Context: an optimization exercise on an open-source flow, tuned for small area, a short achievable clock period and few clock cycles per item. The choices shown serve that exercise and are no tape-out recipe. At most, simulation tests tie the RTL to the original design; equivalence was not proved. Power is estimated from default activity; no workload was simulated.

## sfd_tx
module sfd_tx (
    input  wire        clk,
    input  wire        rst,
    input  wire        in_valid,
    input  wire [7:0]  in_op,
    input  wire [7:0]  in_dest,
    input  wire [7:0]  in_byte,
    input  wire        in_last,
    input  wire        in_empty,
    output wire        in_ready,
    output wire        tx_valid,
    output wire [7:0]  tx_byte,
    input  wire        tx_ready
);
Size: roughly 970 cells after synthesis, ~370 flip-flops, ~40 I/O pins, roughly 15,000 sq um of cells after synthesis.
==> module sfd_tx, before the edit <==
module sfd_tx (
    input  wire        clk,
    input  wire        rst,
    input  wire        in_valid,
    input  wire [7:0]  in_op,
    input  wire [7:0]  in_dest,
    input  wire [7:0]  in_byte,
    input  wire        in_last,
    input  wire        in_empty,
    output wire        in_ready,
    output wire        tx_valid,
    output wire [7:0]  tx_byte,
    input  wire        tx_ready
);
    localparam [7:0] MARKER       = 8'h1B;
    localparam [7:0] LIT_SENTINEL = 8'h1C;
    localparam [7:0] OP_DATA      = 8'h44;
    reg  [7:0]  buf_mem [0:31];
    reg  [5:0]  wp;            
    reg  [5:0]  rp;            
    reg         in_cmd;        
    reg         col_isd;       
    reg  [7:0]  col_op;
    reg  [7:0]  col_dest;
    reg  [5:0]  cnt;           
    reg         pair;          
    reg         s_pend;        
    reg         col_closed;    
    reg         carry;         
    reg         carry_last;    
    reg         in_rdy;        
    reg         wen;           
    reg         rdy_valid;
    reg  [7:0]  rdy_op;
    reg  [7:0]  rdy_dest;
    reg  [5:0]  rdy_end;       
    reg         active;        
    reg  [5:0]  pos;           
    reg         out_src;       
    reg  [5:0]  out_end;       
    reg  [15:0] seq;
    reg         tx_v;
    reg  [7:0]  tx_b;
    assign in_ready = in_rdy;
    assign tx_valid = tx_v;
    assign tx_byte  = tx_b;
    function [5:0] inc6(input [5:0] x);
        inc6 = x ^ {&x[4:0], &x[3:0], &x[2:0], &x[1:0], x[0], 1'b1};
    endfunction
    function [4:0] inc5(input [4:0] x);
        inc5 = x ^ {&x[3:0], &x[2:0], &x[1:0], x[0], 1'b1};
    endfunction
    wire        fire     = in_valid && in_rdy;
    wire        is_data  = in_cmd ? col_isd : (in_op == OP_DATA);
    wire        is_mk    = (in_byte == MARKER) && !in_empty;
    wire        is_m     = is_data && is_mk;
    wire        two      = pair && col_isd && is_mk;
    wire        c30      = (cnt == 6'd39);
    wire        c31      = (cnt == 6'd40);
    wire        nofit    = two && c31;
    wire [5:0]  cnt1     = inc6(cnt);
    wire [5:0]  cnt2     = {inc5(cnt[5:1]), cnt[0]};
    wire [5:0]  ncnt     = two ? cnt2 : cnt1;
    wire        in_end   = in_last || in_empty;
    wire        close    = in_end || c31 || (c30 && two);
    wire [5:0]  close_len = in_empty ? cnt : nofit ? 6'd40 : ncnt;
    reg  [7:0]  hdr;
    always @(*) begin
        case (pos[3:0])
            4'd0, 4'd1, 4'd2: hdr = MARKER;
            4'd4:             hdr = seq[15:8];
            4'd5:             hdr = seq[7:0];
            4'd6:             hdr = out_src ? col_op : rdy_op;
            4'd7:             hdr = out_src ? col_dest : rdy_dest;
            4'd9:             hdr = {2'b00, out_end - 6'd9};
            default:          hdr = 8'h00;
        endcase
    end
    wire        in_body  = (pos >= 6'd10);
    wire [7:0]  next_b   = in_body ? buf_mem[rp[4:0]] : hdr;
    wire        adv      = !tx_v || tx_ready;
    wire        emit     = adv && active;
    wire        pos_last = (pos == out_end);
    wire        done     = emit && pos_last;
    wire        want     = adv && (pos_last || !active);
    wire        take_rdy = want && rdy_valid;
    wire        take_col = want && !rdy_valid && col_closed;
    wire        pos_lt8  = (pos[5:3] == 3'd0);
    wire        hold     = active && pos_lt8;
    wire        to_rdy   = col_closed && !take_col && !rdy_valid && !(hold && !out_src);
    wire        col_move = take_col || to_rdy;
    wire        rd       = emit && in_body;
    wire [5:0]  wp1      = wp + 6'd1;
    wire [5:0]  rp_lap   = {~rp[5], rp[4:0]};
    wire        occ31    = (wp1 == rp_lap);
    wire        occ32    = (wp == rp_lap);
    wire        wr_in    = fire && !in_empty;
    wire        wr_s     = s_pend && !occ32;
    wire        wr       = wr_in || wr_s;
    wire        full_n   = !rd && (occ32 || (occ31 && wr));
    wire        spend_n  = fire ? (two && !nofit) : (s_pend && !wr_s);
    wire        closed_n = (fire && close) || (col_closed && (col_move ? carry_last : 1'b1));
    wire        active_n = want ? (take_rdy || take_col) : active;
    wire        lt8_n    = adv ? (!emit || done || (pos[5:3] == 3'd0 && pos[2:0] != 3'd7)) : pos_lt8;
    wire        src_n    = take_rdy ? 1'b0 : take_col ? 1'b1 : out_src;
    wire        in_cmd_n = fire ? !in_end : in_cmd;
    wire        newblk_n = !in_cmd_n && active_n && lt8_n && src_n;
    always @(posedge clk) begin
        if (wen)
            buf_mem[wp[4:0]] <= s_pend ? LIT_SENTINEL : in_byte;
        if (in_rdy && !in_cmd) begin
            col_op   <= in_op;
            col_dest <= in_dest;
        end
        if (to_rdy) begin
            rdy_op   <= col_op;
            rdy_dest <= col_dest;
            rdy_end  <= cnt;
        end
        if (take_rdy) begin
            out_src  <= 1'b0;
            out_end  <= rdy_end;
        end
        if (take_col) begin
            out_src  <= 1'b1;
            out_end  <= cnt;
        end
        if (emit)
            tx_b <= next_b;
        else if (adv)
            tx_b <= MARKER;
    end
    always @(posedge clk) begin
        if (rst) begin
            wp         <= 6'd0;
            rp         <= 6'd0;
            in_cmd     <= 1'b0;
            col_isd    <= 1'b0;
            cnt        <= 6'd9;
            pair       <= 1'b0;
            s_pend     <= 1'b0;
            col_closed <= 1'b0;
            carry      <= 1'b0;
            carry_last <= 1'b0;
            in_rdy     <= 1'b1;
            wen        <= 1'b1;
            rdy_valid  <= 1'b0;
            active     <= 1'b0;
            pos        <= 6'd0;
            seq        <= 16'h0000;
            tx_v       <= 1'b0;
        end else begin
            if (wr)
                wp <= wp1;
            if (rd)
                rp <= rp + 6'd1;
            in_rdy <= !spend_n && !closed_n && !full_n && !newblk_n;
            wen    <= (!spend_n && !closed_n && !full_n && !newblk_n) || (spend_n && !full_n);
            s_pend <= spend_n;
            if (adv) begin
                if (emit) begin
                    tx_v <= 1'b1;
                    if (done) begin
                        seq <= (seq == 16'hFFFE) ? 16'h0000 : seq + 16'd1;
                        pos <= 6'd0;
                    end else begin
                        pos <= pos + 6'd1;
                    end
                end else begin
                    tx_v <= take_rdy || take_col;
                    pos  <= 6'd1;
                end
            end
            if (want)
                active <= take_rdy || take_col;
            if (take_rdy)
                rdy_valid <= 1'b0;
            if (to_rdy)
                rdy_valid <= 1'b1;
            if (col_move) begin
                col_closed <= carry_last;
                cnt        <= carry ? 6'd10 : 6'd9;
                pair       <= carry;
                carry      <= 1'b0;
                carry_last <= 1'b0;
            end
            if (in_rdy && !in_cmd)
                col_isd <= (in_op == OP_DATA);
            if (fire) begin
                in_cmd <= !in_end;
                if (close) begin
                    col_closed <= 1'b1;
                    cnt        <= close_len;
                    carry      <= nofit;
                    carry_last <= nofit && in_last;
                end else begin
                    cnt        <= ncnt;
                    pair       <= is_m && !pair;
                end
            end
        end
    end
endmodule
export LEC_CHECK = 0
export CAP_MARGIN = 20
export CORE_MARGIN = 2
export CORE_UTILIZATION = 65
export PLACE_DENSITY = 0.75
export SETUP_SLACK_MARGIN = 3.3
export SLEW_MARGIN = 20
create_clock -name core_clock -period 6.0 [get_ports {clk}]
standard.sh (not shown) runs the stock make flow with config.mk's settings and CLKGATE_MAP_FILE= SYNTH_SCRIPT=/design/flow/synth_recipe.tcl, a recipe that flattens the netlist after the stock synthesis.
==> flow/flow/run.sh <==
#!/bin/bash
# The standard layout (the standard.sh, ORFS make targets), with one change:
# the port buffers that buffer_ports inserts are sky130_fd_sc_hd__buf_4 cells
# instead of the default choice (clkdlybuf4s50_1, a slow delay cell).
# Each tool's output goes to a log of its own: ORFS keeps its per-step logs
# under orfs/logs/, and make's own output goes to make_finish.log here.
set -euo pipefail
bash standard.sh "BUFFER_PORTS_ARGS=-buffer_cell sky130_fd_sc_hd__buf_4" finish > make_finish.log 2>&1
Testbench counts at the start, summed over its fixed seeds: cycles 48,257, bytes 31,638.
Change:
--- a/flow/design.v
+++ b/flow/design.v
@@ -27,15 +27,14 @@
     reg         s_pend;        
     reg         col_closed;    
     reg         carry;         
     reg         carry_last;    
     reg         in_rdy;        
-    reg         wen;           
     reg         rdy_valid;
     reg  [7:0]  rdy_op;
     reg  [7:0]  rdy_dest;
-    reg  [5:0]  rdy_end;       
+    reg  [5:0]  rdy_len;
     reg         active;        
     reg  [5:0]  pos;           
     reg         out_src;       
     reg  [5:0]  out_end;       
     reg  [15:0] seq;
@@ -52,20 +51,20 @@
     endfunction
     wire        fire     = in_valid && in_rdy;
     wire        is_data  = in_cmd ? col_isd : (in_op == OP_DATA);
     wire        is_mk    = (in_byte == MARKER) && !in_empty;
     wire        is_m     = is_data && is_mk;
-    wire        two      = pair && col_isd && is_mk;
-    wire        c30      = (cnt == 6'd39);
-    wire        c31      = (cnt == 6'd40);
+    wire        two      = is_m && pair;
+    wire        c30      = (cnt == 6'd30);
+    wire        c31      = (cnt == 6'd31);
     wire        nofit    = two && c31;
     wire [5:0]  cnt1     = inc6(cnt);
     wire [5:0]  cnt2     = {inc5(cnt[5:1]), cnt[0]};
     wire [5:0]  ncnt     = two ? cnt2 : cnt1;
     wire        in_end   = in_last || in_empty;
     wire        close    = in_end || c31 || (c30 && two);
-    wire [5:0]  close_len = in_empty ? cnt : nofit ? 6'd40 : ncnt;
+    wire [5:0]  close_len = in_empty ? cnt : nofit ? 6'd31 : ncnt;
     reg  [7:0]  hdr;
     always @(*) begin
         case (pos[3:0])
             4'd0, 4'd1, 4'd2: hdr = MARKER;
             4'd4:             hdr = seq[15:8];
@@ -104,28 +103,28 @@
     wire        lt8_n    = adv ? (!emit || done || (pos[5:3] == 3'd0 && pos[2:0] != 3'd7)) : pos_lt8;
     wire        src_n    = take_rdy ? 1'b0 : take_col ? 1'b1 : out_src;
     wire        in_cmd_n = fire ? !in_end : in_cmd;
     wire        newblk_n = !in_cmd_n && active_n && lt8_n && src_n;
     always @(posedge clk) begin
-        if (wen)
+        if (in_rdy || wr_s)
             buf_mem[wp[4:0]] <= s_pend ? LIT_SENTINEL : in_byte;
         if (in_rdy && !in_cmd) begin
             col_op   <= in_op;
             col_dest <= in_dest;
         end
         if (to_rdy) begin
             rdy_op   <= col_op;
             rdy_dest <= col_dest;
-            rdy_end  <= cnt;
+            rdy_len  <= cnt;
         end
         if (take_rdy) begin
             out_src  <= 1'b0;
-            out_end  <= rdy_end;
+            out_end  <= rdy_len + 6'd9;
         end
         if (take_col) begin
             out_src  <= 1'b1;
-            out_end  <= cnt;
+            out_end  <= cnt + 6'd9;
         end
         if (emit)
             tx_b <= next_b;
         else if (adv)
             tx_b <= MARKER;
@@ -134,18 +133,17 @@
         if (rst) begin
             wp         <= 6'd0;
             rp         <= 6'd0;
             in_cmd     <= 1'b0;
             col_isd    <= 1'b0;
-            cnt        <= 6'd9;
+            cnt        <= 6'd0;
             pair       <= 1'b0;
             s_pend     <= 1'b0;
             col_closed <= 1'b0;
             carry      <= 1'b0;
             carry_last <= 1'b0;
             in_rdy     <= 1'b1;
-            wen        <= 1'b1;
             rdy_valid  <= 1'b0;
             active     <= 1'b0;
             pos        <= 6'd0;
             seq        <= 16'h0000;
             tx_v       <= 1'b0;
@@ -153,11 +151,10 @@
             if (wr)
                 wp <= wp1;
             if (rd)
                 rp <= rp + 6'd1;
             in_rdy <= !spend_n && !closed_n && !full_n && !newblk_n;
-            wen    <= (!spend_n && !closed_n && !full_n && !newblk_n) || (spend_n && !full_n);
             s_pend <= spend_n;
             if (adv) begin
                 if (emit) begin
                     tx_v <= 1'b1;
                     if (done) begin
@@ -177,11 +174,11 @@
                 rdy_valid <= 1'b0;
             if (to_rdy)
                 rdy_valid <= 1'b1;
             if (col_move) begin
                 col_closed <= carry_last;
-                cnt        <= carry ? 6'd10 : 6'd9;
+                cnt        <= carry ? 6'd1 : 6'd0;
                 pair       <= carry;
                 carry      <= 1'b0;
                 carry_last <= 1'b0;
             end
             if (in_rdy && !in_cmd)
What happened:
- via count climbs by 0.54%
- sequential power stays flat
- clock-buffer cell count went up by 3
- die area barely changes
- power rises by 1.9%
- setup slack improves by 67 ps
The RTL of the second run of this note was laid out without a check of its function.

-- static timing again, ports no longer ideal --
In the flow no input, the clock included, has a driving cell. The finished layouts below were timed again as built, in two steps. Step 1 (the two cells are an assumption about what drives the block):
set clk [get_ports {clk}]
set_driving_cell -lib_cell sky130_fd_sc_hd__clkbuf_16 $clk
set_driving_cell -lib_cell sky130_fd_sc_hd__buf_2 [delete_from_list [all_inputs] $clk]
Step 2 moves the port delays by t, midway between the first and last clock arrival at a register: inputs arrive t later, outputs are due t later. That takes back most of the time a late clock gives input paths. Three values: no drivers, after step 1, after step 2; two values: the first two.
run | shift t [ns] | setup slack, ns | worst setup path at the end | clock arrival spread, ns | worst register clock-pin slew, ns
the first run | 0.577 | 3.311 / 3.338 / 2.762 | input to register | 0.025 / 0.025 | 0.07 / 0.07
the second run | 0.572 | 3.379 / 3.386 / 2.823 | input to register | 0.027 / 0.026 | 0.07 / 0.07
After both steps every run listed still meets setup and hold. The setup slack of the second run, which loses most, moves by +0.007 ns with the drivers and by -0.556 ns with both steps.
